From an optimization exercise on the open Yosys and OpenROAD flow, aimed at small area, a short achievable clock period and few clock cycles per item; shortcuts taken in it are not production practice. Only simulation tests tie the RTL to the original design; equivalence was not proved.

==> v4 <==
## iac_core
module iac_core (
    input  wire        clk,
    input  wire        rst,
    input  wire        cmd_valid,
    output reg         cmd_ready,
    input  wire [31:0] cmd,
    input  wire [63:0] cursor,
    input  wire [3:0]  coil_in,
    input  wire [31:0] now_ms,
    output reg         rsp_valid,
    output reg  [1:0]  rsp_status,
    output reg  [88:0] rsp_data,
    output reg         ent_valid,
    output reg  [36:0] ent_data,
    output wire [3:0]  coil_out,
    output reg         coil_wr,
    output wire        drv_power,
    output wire        drv_moving_o,
    output wire [15:0] tick_ms
);
==> flow/config.mk <==
export PLATFORM = sky130hd
export DESIGN_NAME = iac_core
export DESIGN_NICKNAME = iac_core
export VERILOG_FILES = /design/flow/design.v
export SDC_FILE = /design/flow/constraint.sdc
export NUM_CORES = 4
export LEC_CHECK = 0
export ABC_CLOCK_PERIOD_IN_PS = 3000
export CAP_MARGIN = 20
export CORE_MARGIN = 2
export CORE_UTILIZATION = 60
export PLACE_DENSITY = 0.7
export SLEW_MARGIN = 20
==> flow/constraint.sdc <==
create_clock -name core_clock -period 10.0 [get_ports {clk}]
set_input_delay 2.0000 -clock core_clock [delete_from_list [all_inputs] [get_ports {clk}]]
set_output_delay 2.0000 -clock core_clock [all_outputs]
set_load 0.01 [all_outputs]
standard.sh (not shown) runs the stock make flow with config.mk's settings and CLKGATE_MAP_FILE= SYNTH_SCRIPT=/design/flow/synth_recipe.tcl, a recipe that flattens the netlist after the stock synthesis.
==> flow/flow/run.sh <==
#!/bin/bash
set -euo pipefail
bash standard.sh SETUP_SLACK_MARGIN=6.5 finish > standard_make.log 2>&1
==> v12: changes against v4 <==
--- a/flow/design.v
+++ b/flow/design.v
@@ -191,14 +191,15 @@
     reg        s1_stream;           
     reg        s1_d;
     reg [23:0] s1_arg;
     reg [3:0]  s1_coil;
     reg [31:0] s1_now;
     reg [5:0]  s1_dlo;              
     reg        s1_used;             
+    reg        s1_strl;             
     reg [4:0]  s1_start;            
     reg [31:0] str_ptr;             
     reg [5:0]  str_rem;             
     reg        emit2;               
     wire go = s1_v && cmd_ready;
     wire [4:0]  i_op  = cmd[31:27];
     wire        i_d   = cmd[26];
@@ -264,35 +265,46 @@
     wire        app_now  = go && x_append;
     wire        clr_now  = go && x_clear;
     wire [31:0] total_p1 = step32(log_total, 1'b1);
     wire        i_geq    = (cursor[63:32] == log_gen);
     wire [31:0] i_cs     = cursor[31:0];
     wire [31:0] c_dla_w  = sub32({26'd0, log_total[5:0]}, {26'd0, i_cs[5:0]});
     wire [31:0] c_dlb_w  = sub32({26'd0, total_p1[5:0]}, {26'd0, i_cs[5:0]});
-    wire        c_hza    = c_dla_w[6] ? eqp1_26(log_total[31:6], i_cs[31:6])
-                                      : (log_total[31:6] == i_cs[31:6]);
+    wire        c_bor    = lt6(log_total[5:0], i_cs[5:0]);
+    wire        c_hza    = c_bor ? eqp1_26(log_total[31:6], i_cs[31:6])
+                                 : (log_total[31:6] == i_cs[31:6]);
     wire        c_m1a    = eqp1_32(i_cs, log_total);
-    wire        c_hzb    = c_m1a || (c_hza && c_dla_w[5:0] != 6'd63);
+    wire        c_hzb    = c_m1a || (c_hza && i_cs[5:0] != total_p1[5:0]);
     wire        z_hza    = (log_total[31:6] == 26'd0);
     wire        z_hzb    = (total_p1[31:6] == 26'd0);
     wire [5:0]  cnt_b    = (log_count == 6'd32) ? log_count : count_p1[5:0];
-    wire        used_ca  = c_hza && lt6(c_dla_w[5:0], log_count);
-    wire        used_cb  = c_hzb && lt6(c_dlb_w[5:0], cnt_b);
+    wire [31:0] lb_a_w   = sub32({26'd0, log_total[5:0]}, {26'd0, log_count});
+    wire [31:0] lb_b_w   = sub32({26'd0, total_p1[5:0]}, {26'd0, cnt_b});
+    wire [5:0]  lb_a     = lb_a_w[5:0];
+    wire [5:0]  lb_b     = lb_b_w[5:0];
+    wire        lw_a     = lt6(log_total[5:0], lb_a);
+    wire        lw_b     = lt6(total_p1[5:0], lb_b);
+    wire        gb_a     = lt6(lb_a, i_cs[5:0]);
+    wire        gb_b     = lt6(lb_b, i_cs[5:0]);
+    wire        le_a     = !lt6(log_total[5:0], i_cs[5:0]);
+    wire        le_b     = !lt6(total_p1[5:0], i_cs[5:0]);
+    wire        used_ca  = c_hza && (lw_a ? (gb_a || le_a) : (gb_a && le_a));
+    wire        used_cb  = c_hzb && (lw_b ? (gb_b || le_b) : (gb_b && le_b));
     wire        used_za  = z_hza && lt6(log_total[5:0], log_count);
     wire        used_zb  = z_hzb && lt6(total_p1[5:0], cnt_b);
     wire        i_used   = !clr_now && (i_geq ? (app_now ? used_cb : used_ca)
                                               : (app_now ? used_zb : used_za));
     wire [5:0]  i_dlo    = i_geq ? (app_now ? c_dlb_w[5:0] : c_dla_w[5:0])
                                  : (app_now ? total_p1[5:0] : log_total[5:0]);
     wire [4:0]  i_start  = i_geq ? i_cs[4:0] : 5'd0;
     wire [5:0]  drain_n = s1_used ? s1_dlo : log_count;
-    wire        use_d   = x_drain && s1_used;
+    wire        use_d   = s1_used;
     wire [5:0]  str_n   = use_d ? s1_dlo : log_count;
     wire [31:0] start_oh = use_d ? (32'd1 << s1_start) : (32'd1 << log_tail);
-    wire        new_str   = go && s1_stream && s1_legal;
+    wire        new_str   = go && s1_strl;
     wire [31:0] rd_sel    = new_str ? start_oh : str_ptr;
     wire        ent_v_nx  = new_str ? (str_n != 6'd0) : (str_rem != 6'd0);
     wire [5:0]  rem_src   = new_str ? str_n : str_rem;
     wire [31:0] rem_m1    = step32({26'd0, rem_src}, 1'b0);
     wire [5:0]  rem_nx    = (rem_src != 6'd0) ? rem_m1[5:0] : 6'd0;
     wire        emit2_nx  = go && x_tick && drv_moving && tick_last;
     wire        s1_v_nx   = cmd_ready ? cmd_valid : s1_v;
@@ -320,15 +332,16 @@
             s1_op     <= i_op;
             s1_legal  <= i_legal;
             s1_d      <= i_d;
             s1_arg    <= i_arg;
             s1_coil   <= coil_in;
             s1_now    <= now_ms;
             s1_dlo    <= i_dlo;
-            s1_used   <= i_used;
+            s1_used   <= i_used && i_legal && i_op == OP_LOG_DRAIN;
+            s1_strl   <= i_legal && i_stream;
             s1_start  <= i_start;
         end
     end
     reg [88:0] rd_nx;
     always @(*) begin
         rd_nx = 89'd0;
         if (s1_legal) begin
==> flow/flow/run.sh (replaced) <==
#!/bin/bash
# The standard layout (the standard flow's constraints and clock period) with:
#  - plain buf_4 port buffers instead of the delay buffers buffer_ports
#    picks by default,
#  - clock tree sinks clustered in somewhat larger groups and no dummy loads.
set -euo pipefail
bash standard.sh "BUFFER_PORTS_ARGS=-buffer_cell sky130_fd_sc_hd__buf_4" \
    "CTS_ARGS=-sink_clustering_enable -repair_clock_nets -dont_use_dummy_load -sink_clustering_size 20 -sink_clustering_max_diameter 60" \
    SETUP_SLACK_MARGIN=6.75 finish > standard_make.log 2>&1
==> v32: changes against v4 <==
--- a/flow/design.v
+++ b/flow/design.v
@@ -191,14 +191,15 @@
     reg        s1_stream;           
     reg        s1_d;
     reg [23:0] s1_arg;
     reg [3:0]  s1_coil;
     reg [31:0] s1_now;
     reg [5:0]  s1_dlo;              
     reg        s1_used;             
+    reg        s1_strl;             
     reg [4:0]  s1_start;            
     reg [31:0] str_ptr;             
     reg [5:0]  str_rem;             
     reg        emit2;               
     wire go = s1_v && cmd_ready;
     wire [4:0]  i_op  = cmd[31:27];
     wire        i_d   = cmd[26];
@@ -264,35 +265,46 @@
     wire        app_now  = go && x_append;
     wire        clr_now  = go && x_clear;
     wire [31:0] total_p1 = step32(log_total, 1'b1);
     wire        i_geq    = (cursor[63:32] == log_gen);
     wire [31:0] i_cs     = cursor[31:0];
     wire [31:0] c_dla_w  = sub32({26'd0, log_total[5:0]}, {26'd0, i_cs[5:0]});
     wire [31:0] c_dlb_w  = sub32({26'd0, total_p1[5:0]}, {26'd0, i_cs[5:0]});
-    wire        c_hza    = c_dla_w[6] ? eqp1_26(log_total[31:6], i_cs[31:6])
-                                      : (log_total[31:6] == i_cs[31:6]);
+    wire        c_bor    = lt6(log_total[5:0], i_cs[5:0]);
+    wire        c_hza    = c_bor ? eqp1_26(log_total[31:6], i_cs[31:6])
+                                 : (log_total[31:6] == i_cs[31:6]);
     wire        c_m1a    = eqp1_32(i_cs, log_total);
-    wire        c_hzb    = c_m1a || (c_hza && c_dla_w[5:0] != 6'd63);
+    wire        c_hzb    = c_m1a || (c_hza && i_cs[5:0] != total_p1[5:0]);
     wire        z_hza    = (log_total[31:6] == 26'd0);
     wire        z_hzb    = (total_p1[31:6] == 26'd0);
     wire [5:0]  cnt_b    = (log_count == 6'd32) ? log_count : count_p1[5:0];
-    wire        used_ca  = c_hza && lt6(c_dla_w[5:0], log_count);
-    wire        used_cb  = c_hzb && lt6(c_dlb_w[5:0], cnt_b);
+    wire [31:0] lb_a_w   = sub32({26'd0, log_total[5:0]}, {26'd0, log_count});
+    wire [31:0] lb_b_w   = sub32({26'd0, total_p1[5:0]}, {26'd0, cnt_b});
+    wire [5:0]  lb_a     = lb_a_w[5:0];
+    wire [5:0]  lb_b     = lb_b_w[5:0];
+    wire        lw_a     = lt6(log_total[5:0], lb_a);
+    wire        lw_b     = lt6(total_p1[5:0], lb_b);
+    wire        gb_a     = lt6(lb_a, i_cs[5:0]);
+    wire        gb_b     = lt6(lb_b, i_cs[5:0]);
+    wire        le_a     = !lt6(log_total[5:0], i_cs[5:0]);
+    wire        le_b     = !lt6(total_p1[5:0], i_cs[5:0]);
+    wire        used_ca  = c_hza && (lw_a ? (gb_a || le_a) : (gb_a && le_a));
+    wire        used_cb  = c_hzb && (lw_b ? (gb_b || le_b) : (gb_b && le_b));
     wire        used_za  = z_hza && lt6(log_total[5:0], log_count);
     wire        used_zb  = z_hzb && lt6(total_p1[5:0], cnt_b);
     wire        i_used   = !clr_now && (i_geq ? (app_now ? used_cb : used_ca)
                                               : (app_now ? used_zb : used_za));
     wire [5:0]  i_dlo    = i_geq ? (app_now ? c_dlb_w[5:0] : c_dla_w[5:0])
                                  : (app_now ? total_p1[5:0] : log_total[5:0]);
     wire [4:0]  i_start  = i_geq ? i_cs[4:0] : 5'd0;
     wire [5:0]  drain_n = s1_used ? s1_dlo : log_count;
-    wire        use_d   = x_drain && s1_used;
+    wire        use_d   = s1_used;
     wire [5:0]  str_n   = use_d ? s1_dlo : log_count;
     wire [31:0] start_oh = use_d ? (32'd1 << s1_start) : (32'd1 << log_tail);
-    wire        new_str   = go && s1_stream && s1_legal;
+    wire        new_str   = go && s1_strl;
     wire [31:0] rd_sel    = new_str ? start_oh : str_ptr;
     wire        ent_v_nx  = new_str ? (str_n != 6'd0) : (str_rem != 6'd0);
     wire [5:0]  rem_src   = new_str ? str_n : str_rem;
     wire [31:0] rem_m1    = step32({26'd0, rem_src}, 1'b0);
     wire [5:0]  rem_nx    = (rem_src != 6'd0) ? rem_m1[5:0] : 6'd0;
     wire        emit2_nx  = go && x_tick && drv_moving && tick_last;
     wire        s1_v_nx   = cmd_ready ? cmd_valid : s1_v;
@@ -320,15 +332,16 @@
             s1_op     <= i_op;
             s1_legal  <= i_legal;
             s1_d      <= i_d;
             s1_arg    <= i_arg;
             s1_coil   <= coil_in;
             s1_now    <= now_ms;
             s1_dlo    <= i_dlo;
-            s1_used   <= i_used;
+            s1_used   <= i_used && i_legal && i_op == OP_LOG_DRAIN;
+            s1_strl   <= i_legal && i_stream;
             s1_start  <= i_start;
         end
     end
     reg [88:0] rd_nx;
     always @(*) begin
         rd_nx = 89'd0;
         if (s1_legal) begin
==> flow/flow/run.sh (replaced) <==
#!/bin/bash
# The standard layout (the standard flow's constraints and clock period) with:
#  - plain buf_4 port buffers instead of the delay buffers buffer_ports
#    picks by default,
#  - clock tree sinks clustered in somewhat larger groups and no dummy loads.
set -euo pipefail
bash standard.sh "BUFFER_PORTS_ARGS=-buffer_cell sky130_fd_sc_hd__buf_4" \
    "CTS_ARGS=-sink_clustering_enable -repair_clock_nets -dont_use_dummy_load -sink_clustering_size 20 -sink_clustering_max_diameter 60" \
    SETUP_SLACK_MARGIN=6.5 finish > standard_make.log 2>&1
==> v27: changes against v4 <==
--- a/flow/design.v
+++ b/flow/design.v
@@ -191,14 +191,15 @@
     reg        s1_stream;           
     reg        s1_d;
     reg [23:0] s1_arg;
     reg [3:0]  s1_coil;
     reg [31:0] s1_now;
     reg [5:0]  s1_dlo;              
     reg        s1_used;             
+    reg        s1_strl;             
     reg [4:0]  s1_start;            
     reg [31:0] str_ptr;             
     reg [5:0]  str_rem;             
     reg        emit2;               
     wire go = s1_v && cmd_ready;
     wire [4:0]  i_op  = cmd[31:27];
     wire        i_d   = cmd[26];
@@ -264,35 +265,46 @@
     wire        app_now  = go && x_append;
     wire        clr_now  = go && x_clear;
     wire [31:0] total_p1 = step32(log_total, 1'b1);
     wire        i_geq    = (cursor[63:32] == log_gen);
     wire [31:0] i_cs     = cursor[31:0];
     wire [31:0] c_dla_w  = sub32({26'd0, log_total[5:0]}, {26'd0, i_cs[5:0]});
     wire [31:0] c_dlb_w  = sub32({26'd0, total_p1[5:0]}, {26'd0, i_cs[5:0]});
-    wire        c_hza    = c_dla_w[6] ? eqp1_26(log_total[31:6], i_cs[31:6])
-                                      : (log_total[31:6] == i_cs[31:6]);
+    wire        c_bor    = lt6(log_total[5:0], i_cs[5:0]);
+    wire        c_hza    = c_bor ? eqp1_26(log_total[31:6], i_cs[31:6])
+                                 : (log_total[31:6] == i_cs[31:6]);
     wire        c_m1a    = eqp1_32(i_cs, log_total);
-    wire        c_hzb    = c_m1a || (c_hza && c_dla_w[5:0] != 6'd63);
+    wire        c_hzb    = c_m1a || (c_hza && i_cs[5:0] != total_p1[5:0]);
     wire        z_hza    = (log_total[31:6] == 26'd0);
     wire        z_hzb    = (total_p1[31:6] == 26'd0);
     wire [5:0]  cnt_b    = (log_count == 6'd32) ? log_count : count_p1[5:0];
-    wire        used_ca  = c_hza && lt6(c_dla_w[5:0], log_count);
-    wire        used_cb  = c_hzb && lt6(c_dlb_w[5:0], cnt_b);
+    wire [31:0] lb_a_w   = sub32({26'd0, log_total[5:0]}, {26'd0, log_count});
+    wire [31:0] lb_b_w   = sub32({26'd0, total_p1[5:0]}, {26'd0, cnt_b});
+    wire [5:0]  lb_a     = lb_a_w[5:0];
+    wire [5:0]  lb_b     = lb_b_w[5:0];
+    wire        lw_a     = lt6(log_total[5:0], lb_a);
+    wire        lw_b     = lt6(total_p1[5:0], lb_b);
+    wire        gb_a     = lt6(lb_a, i_cs[5:0]);
+    wire        gb_b     = lt6(lb_b, i_cs[5:0]);
+    wire        le_a     = !lt6(log_total[5:0], i_cs[5:0]);
+    wire        le_b     = !lt6(total_p1[5:0], i_cs[5:0]);
+    wire        used_ca  = c_hza && (lw_a ? (gb_a || le_a) : (gb_a && le_a));
+    wire        used_cb  = c_hzb && (lw_b ? (gb_b || le_b) : (gb_b && le_b));
     wire        used_za  = z_hza && lt6(log_total[5:0], log_count);
     wire        used_zb  = z_hzb && lt6(total_p1[5:0], cnt_b);
     wire        i_used   = !clr_now && (i_geq ? (app_now ? used_cb : used_ca)
                                               : (app_now ? used_zb : used_za));
     wire [5:0]  i_dlo    = i_geq ? (app_now ? c_dlb_w[5:0] : c_dla_w[5:0])
                                  : (app_now ? total_p1[5:0] : log_total[5:0]);
     wire [4:0]  i_start  = i_geq ? i_cs[4:0] : 5'd0;
     wire [5:0]  drain_n = s1_used ? s1_dlo : log_count;
-    wire        use_d   = x_drain && s1_used;
+    wire        use_d   = s1_used;
     wire [5:0]  str_n   = use_d ? s1_dlo : log_count;
     wire [31:0] start_oh = use_d ? (32'd1 << s1_start) : (32'd1 << log_tail);
-    wire        new_str   = go && s1_stream && s1_legal;
+    wire        new_str   = go && s1_strl;
     wire [31:0] rd_sel    = new_str ? start_oh : str_ptr;
     wire        ent_v_nx  = new_str ? (str_n != 6'd0) : (str_rem != 6'd0);
     wire [5:0]  rem_src   = new_str ? str_n : str_rem;
     wire [31:0] rem_m1    = step32({26'd0, rem_src}, 1'b0);
     wire [5:0]  rem_nx    = (rem_src != 6'd0) ? rem_m1[5:0] : 6'd0;
     wire        emit2_nx  = go && x_tick && drv_moving && tick_last;
     wire        s1_v_nx   = cmd_ready ? cmd_valid : s1_v;
@@ -320,15 +332,16 @@
             s1_op     <= i_op;
             s1_legal  <= i_legal;
             s1_d      <= i_d;
             s1_arg    <= i_arg;
             s1_coil   <= coil_in;
             s1_now    <= now_ms;
             s1_dlo    <= i_dlo;
-            s1_used   <= i_used;
+            s1_used   <= i_used && i_legal && i_op == OP_LOG_DRAIN;
+            s1_strl   <= i_legal && i_stream;
             s1_start  <= i_start;
         end
     end
     reg [88:0] rd_nx;
     always @(*) begin
         rd_nx = 89'd0;
         if (s1_legal) begin
==> flow/flow/run.sh (replaced) <==
#!/bin/bash
set -euo pipefail
bash standard.sh "BUFFER_PORTS_ARGS=-buffer_cell sky130_fd_sc_hd__buf_4" \
    SETUP_SLACK_MARGIN=6.5 finish > standard_make.log 2>&1
==> comparison <==
Synthesized cell count: v32 is higher than v4 (about 0.56%).
Between v12 and v4, the lower sequential cell count is in v4 (gap 1).
Design area, highest first: v4, v27, v12, v32.
Worst setup slack: v4 < v12 < v27 < v32.
Of v4 and v27, v27 has the higher synthesized area (gap about 0.7%, measured against v27).
Critical path depth: v32 is lower than v4 (6).
The lowest hold slack belongs to v32, the highest to v4.
Testbench counts of v4, summed over its fixed seeds: cycles 32,015, commands 24,000.
Testbench counts of v12, summed over its fixed seeds: cycles 32,015, commands 24,000.
Testbench counts of v32, summed over its fixed seeds: cycles 32,015, commands 24,000.
Testbench counts of v27, summed over its fixed seeds: cycles 32,015, commands 24,000.

-- afterwards: timing with drivers on the ports --
In the flow no input, the clock included, has a driving cell. The finished layouts below were timed again as built, in two steps. Step 1: set_driving_cell puts a clkbuf_16 on clk and a buf_2 on each other input, an assumption about the parent block. Step 2 also shifts input and output timing later by t, the mid clock arrival at the registers, as if the neighbouring blocks saw the same clock. Three values: ideal, step 1, step 2; two values: the first two.
run | shift t [ns] | setup slack, ns | slew at the worst register clock pin (ns) | worst slew at a driven data input, ns | pins driven straight from the clock port
v4 | 0.887 | 6.036 / 6.036 / 5.477 | 0.08 / 0.08 | 0.07 | 1
v12 | 0.806 | 6.267 / 6.281 / 5.514 | 0.08 / 0.08 | 0.09 | 1
v32 | 0.809 | 6.292 / 6.325 / 5.537 | 0.09 / 0.09 | 0.10 | 1
v27 | 0.869 | 6.286 / 6.324 / 5.466 | 0.07 / 0.07 | 0.09 | 1
After both steps every run listed still meets setup and hold. For v27, which loses most, drivers alone change the setup slack by +0.038 ns; drivers and shift together by -0.820 ns.
